This design comes from an exercise in tuning for small area, a short achievable clock period and few clock cycles on the open sky130 flow, not from production work.
The RTL was checked by simulation tests, not by an equivalence proof against the original design.
Power figures rest on the tool's default switching activity, not on a simulated workload.

rev 12:
==> flow/design.v (excerpt) <==
module l2w_crypt (
    input  wire        clk,
    input  wire        rst,       
    input  wire        req,       
    input  wire        we,        
    input  wire        wide,      
    input  wire [12:0] addr,      
    input  wire [31:0] wdata,
    output reg  [31:0] rdata,
    output reg         err,
    output wire        irq
);
export LEC_CHECK = 0
export ABC_CLOCK_PERIOD_IN_PS = 4000
export CAP_MARGIN = 20
export CORE_MARGIN = 2
export CORE_UTILIZATION = 50
export CTS_BUF_LIST = sky130_fd_sc_hd__clkbuf_8
export CTS_CLUSTER_DIAMETER = 60
export CTS_CLUSTER_SIZE = 16
export PLACE_DENSITY = 0.65
export SETUP_SLACK_MARGIN = 5
export SLEW_MARGIN = 20
create_clock -name core_clock -period 10.0 [get_ports {clk}]
run.sh (not shown) runs the stock make flow with config.mk's settings and CLKGATE_MAP_FILE= SYNTH_SCRIPT=/design/flow/synth_recipe.tcl, a recipe that flattens the netlist after the stock synthesis.
Having completed the whole flow, rev 12 delivered a layout that passed the timing, DRC and antenna checks.
Testbench counts of rev 12, summed over its fixed seeds: cycles 30,896.
Changes in rev 13 relative to rev 12:
--- a/flow/design.v
+++ b/flow/design.v
@@ -230,30 +230,32 @@
         end
     endgenerate
     reg  [31:0] cx [0:NCORE-1];
     reg  [31:0] cy [0:NCORE-1];
     assign chain_out = tap ? cx[NCORE / 2] : cx[0];
     genvar gk;
     generate
         for (gk = 0; gk < NCORE; gk = gk + 1) begin : g_core
             wire [31:0] yy   = cy[gk];
             wire [31:0] mix  = ((yy << 4) ^ (yy >> 5)) + yy;
-            wire [31:0] ynew = cx[gk] + (mix ^ kx) + {31'b0, dec};
+            wire [31:0] opa;
             wire [31:0] nxt;
             if (gk == NCORE - 1) begin : g_tail
                 assign nxt = rw;
             end else begin : g_mid
                 assign nxt = cx[gk + 1];
             end
+            assign opa = xcp ? cx[gk] : nxt;
+            wire [31:0] ynew = opa + ((mix ^ kx) & {32{xcp}}) + {31'b0, dec & xcp};
             always @(posedge clk) begin
                 cx[gk] <= cy[gk];
-                cy[gk] <= xcp ? ynew : nxt;
+                cy[gk] <= ynew;
             end
         end
     endgenerate
     wire [6:0]  xs_end = xs + {1'b0, xc};
     wire        ks_run = ((state == S_XSH) && (xc <= 6'd2) && (xs_end <= nwrd)) ||
                          (state == S_XCP);
     wire [1:0]  f_idx  = (dec ^ ks_par) ? ks_sum[12:11] : ks_sum[1:0];
     wire [31:0] f_k    = ks_r + kw_r;
     always @(posedge clk) begin
         kx   <= dec ? ~f_k : f_k;
Rev 13 vs. rev 12: switching power as a share of total power went down; switching power of the nets went down; critical path depth went down; first-pass GRT wire length went up. In rev 13 the maximum frequency turned out 2.7% higher than in rev 12. Re post-layout utilization of the core: rev 12 was lower than rev 13.
Testbench counts of rev 13, summed over its fixed seeds: cycles 30,896.


l2w_crypt, a different RTL version from the one above (not shown whole).
Size in the first run: about 3400 flip-flops.
clock: 10.0 ns
lec_check: 0
abc_clock_period_in_ps: 4000
cap_margin: 20
core_margin: 2
core_utilization: 40
cts_buf_list: sky130_fd_sc_hd__clkbuf_8
cts_cluster_diameter: 60
cts_cluster_size: 16
setup_slack_margin: 5
slew_margin: 20
The first run finished with timing, DRC and antenna clean.
Testbench counts at the start, summed over its fixed seeds: cycles 31,200.
Edit:
--- a/flow/design.v
+++ b/flow/design.v
@@ -172,19 +172,19 @@
         m_hi_p = m_hi;
         if (cnt == 7'd4) m_hi_p[31:8] = acc[23:0];      
         if (cnt == 7'd5) m_hi_p[7:0]  = acc[31:24];     
         m_lo_p = rb_w;
         if (cnt == 7'd1) m_lo_p = acc;                   
         if (cnt == 7'd4) m_lo_p[31:8] = rb_w[31:8] ^ rt_w[23:0];
         if (cnt == 7'd5) m_lo_p[7:0]  = rb_w[7:0] ^ rt_w[31:24];
     end
     wire [31:0] oe_w   = rb_w ^ acc;
-    wire        o_sub  = (state == S_ODL);
+    reg         o_sub;            
     wire [31:0] o_sum  = acc + (o_sub ? ~od_w : ra_w) + {31'b0, o_sub};
     wire [31:0] od_w   = ra_w ^ acc;
     always @(*) begin
         e_we = 1'b0;
         e_wd = 32'b0;
         case (state)
             S_CKE:   begin e_we = (op == 4'd7); e_wd = acc; end
             S_OEL:   begin e_we = !ofirst; e_wd = oe_w; end
             S_OEW:   begin e_we = 1'b1; e_wd = oe_w; end
@@ -193,41 +193,42 @@
             S_XSH:   begin e_we = (xs >= NW); e_wd = chain_out; end
             S_ME:    begin e_we = (cnt != 7'd0); e_wd = m_hi_p; end
             S_MO:    begin e_we = (cnt != 7'd0); e_wd = m_lo_p; end
             default: ;
         endcase
     end
     wire       h_ram_we = req && we && is_ram && !(wide && addr[1:0] != 2'b00) && !busy;
     wire       e_wen    = busy && e_we;
     wire [1:0] e_wr     = e_wa[1:0];
-    wire [7:0] h_hi = 8'd1 << addr[7:5];
-    wire [7:0] h_lo = 8'd1 << addr[4:2];
+    wire [7:0] h_hi = {8{h_ram_we}} & (8'd1 << addr[7:5]);
     wire [7:0] wl_d  [0:3];
     wire [7:0] e_hi  [0:3];
     wire [7:0] e_lo  [0:3];
-    wire       h_ln  [0:3];
+    wire [7:0] h_lo  [0:3];
+    wire [7:0] e_hw  [0:3];
     generate
         for (gp = 0; gp < 4; gp = gp + 1) begin : g_wl
             wire [1:0] lg  = gp - e_wr;           
             wire [7:0] wsum = e_wa + (8'd3 - gp);  
             assign e_hi[gp] = 8'd1 << wsum[7:5];
+            assign e_hw[gp] = {8{e_wen}} & e_hi[gp];
             assign e_lo[gp] = 8'd1 << wsum[4:2];
-            assign h_ln[gp] = h_ram_we && (wide || addr[1:0] == gp);
+            assign h_lo[gp] = {8{wide || addr[1:0] == gp}} & (8'd1 << addr[4:2]);
             assign wl_d[gp] = busy ? e_wd[8*lg +: 8]
                             : (wide ? wdata[8*gp +: 8] : wdata[7:0]);
         end
     endgenerate
     genvar gw, gl;
     generate
         for (gw = 0; gw < 64; gw = gw + 1) begin : g_word
             for (gl = 0; gl < 4; gl = gl + 1) begin : g_lane
-                wire en = (h_ln[gl] && h_hi[gw / 8] && h_lo[gw % 8]) ||
-                          (e_wen && e_hi[gl][gw / 8] && e_lo[gl][gw % 8]);
+                wire en = (h_hi[gw / 8] && h_lo[gl][gw % 8]) ||
+                          (e_hw[gl][gw / 8] && e_lo[gl][gw % 8]);
                 always @(posedge clk)
                     if (en) ram[32*gw + 8*gl +: 8] <= wl_d[gl];
             end
         end
     endgenerate
     reg  [31:0] cx [0:NCORE-1];
     reg  [31:0] cy [0:NCORE-1];
     assign chain_out = cx[0];
     genvar gk;
@@ -312,18 +313,19 @@
                               ({6{sw_p16}} & (l + 6'd16)) | ({6{sw_m15}} & (l - 6'd15)) |
                               ({6{sw_0}} & l);
             always @(posedge clk) lq[gp] <= e_qd[gp];
         end
     endgenerate
     assign e_rd = e_jump ? jt[1:0] : lr;
     always @(posedge clk) lr <= e_rd;
     always @(posedge clk) begin
         xcp  <= 1'b0;
+        o_sub <= 1'b0;
         if (acc_ok && is_reg && we && addr[4:2] == 3'd2 && !busy)
             jt <= a_start;
         if (rst) begin
             ie <= 1'b0; busy <= 1'b0; done <= 1'b0; ck_ok <= 1'b0; haz <= 1'b0;
             result <= 4'd0; cmd <= 32'b0; offset <= 32'b0; size <= 32'b0;
             obf_key <= 32'b0; valid <= 2'b00; state <= S_IDLE;
             ckc_valid <= 1'b0;
         end else begin
             if (h_ram_we || (acc_ok && is_reg && we && !busy &&
@@ -429,25 +431,26 @@
                 e_wa <= a_tail; state <= S_OTL;
             end
             S_OTL: finish(R_OK, 1'b0);
             S_ODT: begin
                 acc <= rw;
                 if (cnt == 7'd0) finish(R_OK, 1'b0);
                 else state <= S_ODR;
             end
             S_ODR: begin
-                ra_w <= rw; state <= S_ODL;
+                ra_w <= rw; o_sub <= 1'b1; state <= S_ODL;
             end
             S_ODL: begin
                 acc <= o_sum;
                 ra_w <= rw; e_wa <= e_wa - 8'd4;
                 cnt <= cnt - 7'd1;
                 if (cnt == 7'd1) finish(R_OK, 1'b0);
+                else o_sub <= 1'b1;
             end
             S_XSH: begin
                 xs <= xs + 7'd1;
                 xc <= xc - 6'd1;
                 if (xs >= NW) begin
                     if (dec) e_wa <= xs[0] ? e_wa + 8'd12 : e_wa - 8'd4;
                     else     e_wa <= e_wa + 8'd4;
                     acc <= acc ^ chain_out;
                 end
Outcome: The new run ran to the end with no violations. First-iteration DRC count increases by 12%. Final area rose by 0.69%. Register-to-register slack barely changes. Critical path depth decreases by 12. Sequential power hardly moves.
Testbench counts after the change, summed over its fixed seeds: cycles 31,200.


l2w_crypt with an RTL version that a note above also has.
For scale: roughly 18000 cells after synthesis.
Design l2w_crypt, start of the top module:
module l2w_crypt (
    input  wire        clk,
    input  wire        rst,       
    input  wire        req,       
    input  wire        we,        
    input  wire        wide,      
    input  wire [12:0] addr,      
    input  wire [31:0] wdata,
    output reg  [31:0] rdata,
    output reg         err,
    output wire        irq
);
Settings: LEC_CHECK=0, ABC_CLOCK_PERIOD_IN_PS=4000, CAP_MARGIN=20, CORE_MARGIN=2, CORE_UTILIZATION=60, CTS_BUF_LIST=sky130_fd_sc_hd__clkbuf_8, CTS_CLUSTER_DIAMETER=60, CTS_CLUSTER_SIZE=16, PLACE_DENSITY=0.72, SETUP_SLACK_MARGIN=5, SLEW_MARGIN=20; clock period 10.0 ns.
Testbench counts at the start, summed over its fixed seeds: cycles 30,896.
==> next run, changes <==
--- a/flow/design.v
+++ b/flow/design.v
@@ -228,36 +228,34 @@
                     if (en) ram[32*gw + 8*gl +: 8] <= wl_d[gl];
             end
         end
     endgenerate
     reg  [31:0] cx [0:NCORE-1];
     reg  [31:0] cy [0:NCORE-1];
     assign chain_out = tap ? cx[NCORE / 2] : cx[0];
     genvar gk;
     generate
         for (gk = 0; gk < NCORE; gk = gk + 1) begin : g_core
             wire [31:0] yy   = cy[gk];
             wire [31:0] mix  = ((yy << 4) ^ (yy >> 5)) + yy;
-            wire [31:0] opa;
+            wire [31:0] ynew = cx[gk] + (mix ^ kx) + {31'b0, dec};
             wire [31:0] nxt;
             if (gk == NCORE - 1) begin : g_tail
                 assign nxt = rw;
             end else begin : g_mid
                 assign nxt = cx[gk + 1];
             end
-            assign opa = xcp ? cx[gk] : nxt;
-            wire [31:0] ynew = opa + ((mix ^ kx) & {32{xcp}}) + {31'b0, dec & xcp};
             always @(posedge clk) begin
                 cx[gk] <= cy[gk];
-                cy[gk] <= ynew;
+                cy[gk] <= xcp ? ynew : nxt;
             end
         end
     endgenerate
     wire [6:0]  xs_end = xs + {1'b0, xc};
     wire        ks_run = ((state == S_XSH) && (xc <= 6'd2) && (xs_end <= nwrd)) ||
                          (state == S_XCP);
     wire [1:0]  f_idx  = (dec ^ ks_par) ? ks_sum[12:11] : ks_sum[1:0];
     wire [31:0] f_k    = ks_r + kw_r;
     always @(posedge clk) begin
         kx   <= dec ? ~f_k : f_k;
         kw_r <= skey[32*f_idx +: 32];
         ks_r <= ks_sum;
Result: The new run completed with no timing, DRC or antenna violations. Maximum frequency falls by 1.2%. Final cell count decreases by 11%. Final area fell by 9.5%. Combinational power increases by 73%. Worst setup slack gets worse by 0.062 ns. Global-route usage went down by 3.2 points. Clock skew came out higher by 0.056 ns. Core utilization came out lower by 0.62 points. Sequential power stays flat. First-iteration DRC count went down by 27%. Clock-buffer cell count fell by 23. Synthesized area falls by 8.7%. Wire length is lower by 17%.
Testbench counts after the change, summed over its fixed seeds: cycles 30,896.

## afterwards: timing with drivers on the ports
Ports are ideal in the flow. The routed layouts listed here were re-timed in OpenROAD. Step 1 sets driving cells, clkbuf_16 on the clock port and buf_2 on the other inputs (assumed; they add their load-dependent delay and slew). Step 2 adds t to the input delays and takes it off the output delays; t is the mean of the earliest and latest rising clock arrival at the registers after step 1. Input paths then give back, and output paths get back, about the clock's delay inside the block. Three values: no drivers, after step 1, after step 2; two values: the first two.
run | t, ns | setup slack, ns | worst setup path at the end | clock arrival spread, ns | pins driven straight from the clock port
rev 12 | 1.204 | 4.616 / 4.616 / 3.796 | input to register | 0.158 / 0.158 | 1
rev 13 | 1.282 | 4.756 / 4.837 / 3.555 | input to register | 0.140 / 0.140 | 1
the first run of note 2 | 1.228 | 4.748 / 4.748 / 3.798 | input to register | 0.125 / 0.125 | 1
the second run of note 2 | 1.226 | 4.743 / 4.743 / 3.752 | input to register | 0.104 / 0.105 | 1
the first run of note 3 | 1.288 | 4.814 / 4.814 / 3.709 | input to register | 0.118 / 0.117 | 1
the second run of note 3 | 1.204 | 4.752 / 4.752 / 3.832 | input to register | 0.152 / 0.152 | 1
After both steps setup and hold are still met in every run listed. For rev 13, which loses most, drivers alone change the setup slack by +0.081 ns; drivers and shift together by -1.201 ns.
